From an optimization exercise on the open Yosys and OpenROAD flow, aimed at small area, a short achievable clock period and few clock cycles per item; shortcuts taken in it are not production practice.
The RTL was checked by simulation tests, not by an equivalence proof against the original design.
No activity file was given, so power comes from the tool's default toggle rates.

Design sa_transform, start of the top module:
module sa_transform (
    input  wire        clk,
    input  wire        rst,           
    input  wire        in_valid,
    output wire        in_ready,
    input  wire [7:0]  in_sample,     
    output wire        out_valid,
    input  wire        out_ready,
    output wire [2:0]  out_bar,
    output wire [33:0] out_mag
);
    localparam W  = 64;
    localparam B  = 8;
    localparam AW = 20;               
    reg [5:0]   cnt;                  
    reg [5:0]   fpos;                 
    reg         d;                    
    reg [2:0]   dj;                   
    reg [7:0]   dsel;                 
    reg [7:0]   clrv;                 
    reg         blk;                  
    reg [7:0]   xu;                   
    reg [9:0]   x3;                   
    reg [9:0]   xn;                   
    reg [7:0]   zu;                   
    reg [9:0]   z3;                   
    reg [9:0]   zn;                   
    reg         xlast;                
    reg [127:0] creg;                 
    reg         v1, v2, ov, sv;       
    reg [2:0]   b1, b2, obar, sbar;   
    assign in_ready = !blk;
  ...
export LEC_CHECK = 0
export CAP_MARGIN = 20
export CORE_MARGIN = 2
export CORE_UTILIZATION = 55
export PLACE_DENSITY = 0.7
export SLEW_MARGIN = 20
export SYNTH_MEMORY_MAX_BITS = 16384
create_clock -name core_clock -period 10.0 [get_ports {clk}]
standard.sh (not shown) runs the stock make flow with config.mk's settings and CLKGATE_MAP_FILE= SYNTH_SCRIPT=/design/flow/synth_recipe.tcl, a recipe that flattens the netlist after the stock synthesis.
==> flow/flow/run.sh <==
#!/bin/bash
set -euo pipefail
bash standard.sh SETUP_SLACK_MARGIN=6.5 finish > standard.log 2>&1
Testbench counts at the start, summed over its fixed seeds: cycles 6,856, windows 96.
Edit:
--- a/flow/design.v
+++ b/flow/design.v
@@ -52,20 +52,25 @@
     output wire [2:0]  out_bar,
     output wire [33:0] out_mag
 );
     localparam W  = 64;
     localparam B  = 8;
     localparam AW = 20;               
     reg [5:0]   cnt;                  
-    reg [5:0]   fpos;                 
     reg         d;                    
     reg [2:0]   dj;                   
     reg [7:0]   dsel;                 
     reg [7:0]   clrv;                 
     reg         blk;                  
+    reg         xv;                   
+    reg [7:0]   xin;                  
+    reg         xp1;                  
+    reg         xpl;                  
+    reg [5:0]   fpos;                 
+    reg         xbk;                  
     reg [7:0]   xu;                   
     reg [9:0]   x3;                   
     reg [9:0]   xn;                   
     reg [7:0]   zu;                   
     reg [9:0]   z3;                   
     reg [9:0]   zn;                   
     reg         xlast;                
@@ -78,47 +83,56 @@
     wire       adv   = !sv;                      
     wire       push  = v2 && adv;                
     wire       sv_n  = !ofree && (sv || push);
     wire       cap   = d && adv;                 
     wire       d_n   = xlast || (d && !(cap && dj == B - 1));
     wire [2:0] dj_n  = xlast ? 3'd0 : cap ? dj + 3'd1 : dj;
     wire       cap_n = d_n && !sv_n;             
-    wire [5:0] cnt_n = take ? cnt + 6'd1 : cnt;
-    wire [5:0] fpos_n = cnt_n > 6'd32 ? 6'd0 - cnt_n : cnt_n;
-    wire [7:0] u_in = in_sample ^ 8'h80;
-    wire [7:0] z_in = cnt > 6'd32 ? ~u_in : u_in;
+    wire       mv    = xv && !rst && !(xp1 && d && !(cap && dj == B - 1));
+    wire       xv_n  = take || (xv && !mv);
+    wire       xp1_n = take ? cnt == 6'd1 : xp1;
+    wire [7:0] u_x = xin ^ 8'h80;
+    wire [7:0] z_x = xbk ? ~u_x : u_x;
     wire [127:0] coefs;
     sa_coef_rom u_rom (.pos(fpos), .coefs(coefs));
     integer i;
     always @(posedge clk) begin
         creg <= coefs;
-        xu   <= take ? u_in : 8'd0;
-        x3   <= take ? {2'b00, u_in} + {1'b0, u_in, 1'b0} : 10'd0;
-        xn   <= take ? 10'd0 - {2'b00, u_in} : 10'd0;
-        zu   <= take ? z_in : 8'd0;
-        z3   <= take ? {2'b00, z_in} + {1'b0, z_in, 1'b0} : 10'd0;
-        zn   <= take ? 10'd0 - {2'b00, z_in} : 10'd0;
+        xu   <= mv ? u_x : 8'd0;
+        x3   <= mv ? {2'b00, u_x} + {1'b0, u_x, 1'b0} : 10'd0;
+        xn   <= mv ? 10'd0 - {2'b00, u_x} : 10'd0;
+        zu   <= mv ? z_x : 8'd0;
+        z3   <= mv ? {2'b00, z_x} + {1'b0, z_x, 1'b0} : 10'd0;
+        zn   <= mv ? 10'd0 - {2'b00, z_x} : 10'd0;
+        if (take) begin
+            xin  <= in_sample;
+            xp1  <= cnt == 6'd1;
+            xpl  <= cnt == W - 1;
+            fpos <= cnt > 6'd32 ? 6'd0 - cnt : cnt;
+            xbk  <= cnt > 6'd32;
+        end
         for (i = 0; i < B; i = i + 1) begin
             dsel[i] <= d_n && dj_n == i;
             clrv[i] <= rst || (cap_n && dj_n == i);
         end
         if (rst) begin
             cnt   <= 6'd0;
-            fpos  <= 6'd0;
+            xv    <= 1'b0;
             xlast <= 1'b0;
             d     <= 1'b0;
             dj    <= 3'd0;
             blk   <= 1'b0;
         end else begin
-            cnt   <= cnt_n;
-            fpos  <= fpos_n;
-            xlast <= take && cnt == W - 1;
+            if (take)
+                cnt <= cnt + 6'd1;
+            xv    <= xv_n;
+            xlast <= mv && xpl;
             d     <= d_n;
             dj    <= dj_n;
-            blk   <= cnt_n == 6'd1 && d_n && !(cap_n && dj_n == B - 1);
+            blk   <= xv_n && xp1_n && d_n && !(cap_n && dj_n == B - 1);
         end
     end
     wire [AW-1:0] s_a [0:B-1];
     wire [AW-1:0] c_a [0:B-1];
     wire [AW-1:0] s_b [0:B-1];
     wire [AW-1:0] c_b [0:B-1];
     sa_lane u_a0 (.clk(clk), .clr(clrv[0]), .kinit(20'h94abc), .m1({2'b00, zu}), .m3(z3), .n1(zn), .k(creg[15:8]), .s(s_a[0]), .c(c_a[0]));
Effect:
- The new run finished with timing, DRC and antenna clean
- cell area climbs by 1.7%
- clock power climbs by about 1%
- final cell count climbs by 0.99%
- synthesized area goes up by 0.52%
- clock skew shrinks by 0.0045 ns
- sequential power increases by 11%
- worst setup slack gets worse by 0.34 ns
- hold slack loses 0.0051 ns
- synthesized cell count barely changes
Testbench counts after the change, summed over its fixed seeds: cycles 6,864, windows 96.

==> afterwards: timing with drivers on the ports <==
The flow's constraints put no driver on any port. The routed layouts listed below were extracted and timed again, unchanged, in two steps. Step 1 sets driving cells, clkbuf_16 on the clock port and buf_2 on the other inputs (assumed; they add their load-dependent delay and slew). Step 2 also shifts input and output timing later by t, the mid clock arrival at the registers, as if the neighbouring blocks saw the same clock. Slacks: no drivers / after step 1 / after step 2; pairs: no drivers / after step 1.
run	t (ns)	setup slack, ns	worst hold slack (ns)	cell pins on the clock port's net
the first run	0.837	6.392 / 6.392 / 5.888	0.427 / 0.427 / 0.427	1
the second run	0.820	6.053 / 6.053 / 6.053	0.422 / 0.422 / 0.422	1
After both steps every run listed still meets setup and hold. The setup slack of the first run, which loses most, moves by 0.000 ns with the drivers and by -0.504 ns with both steps.
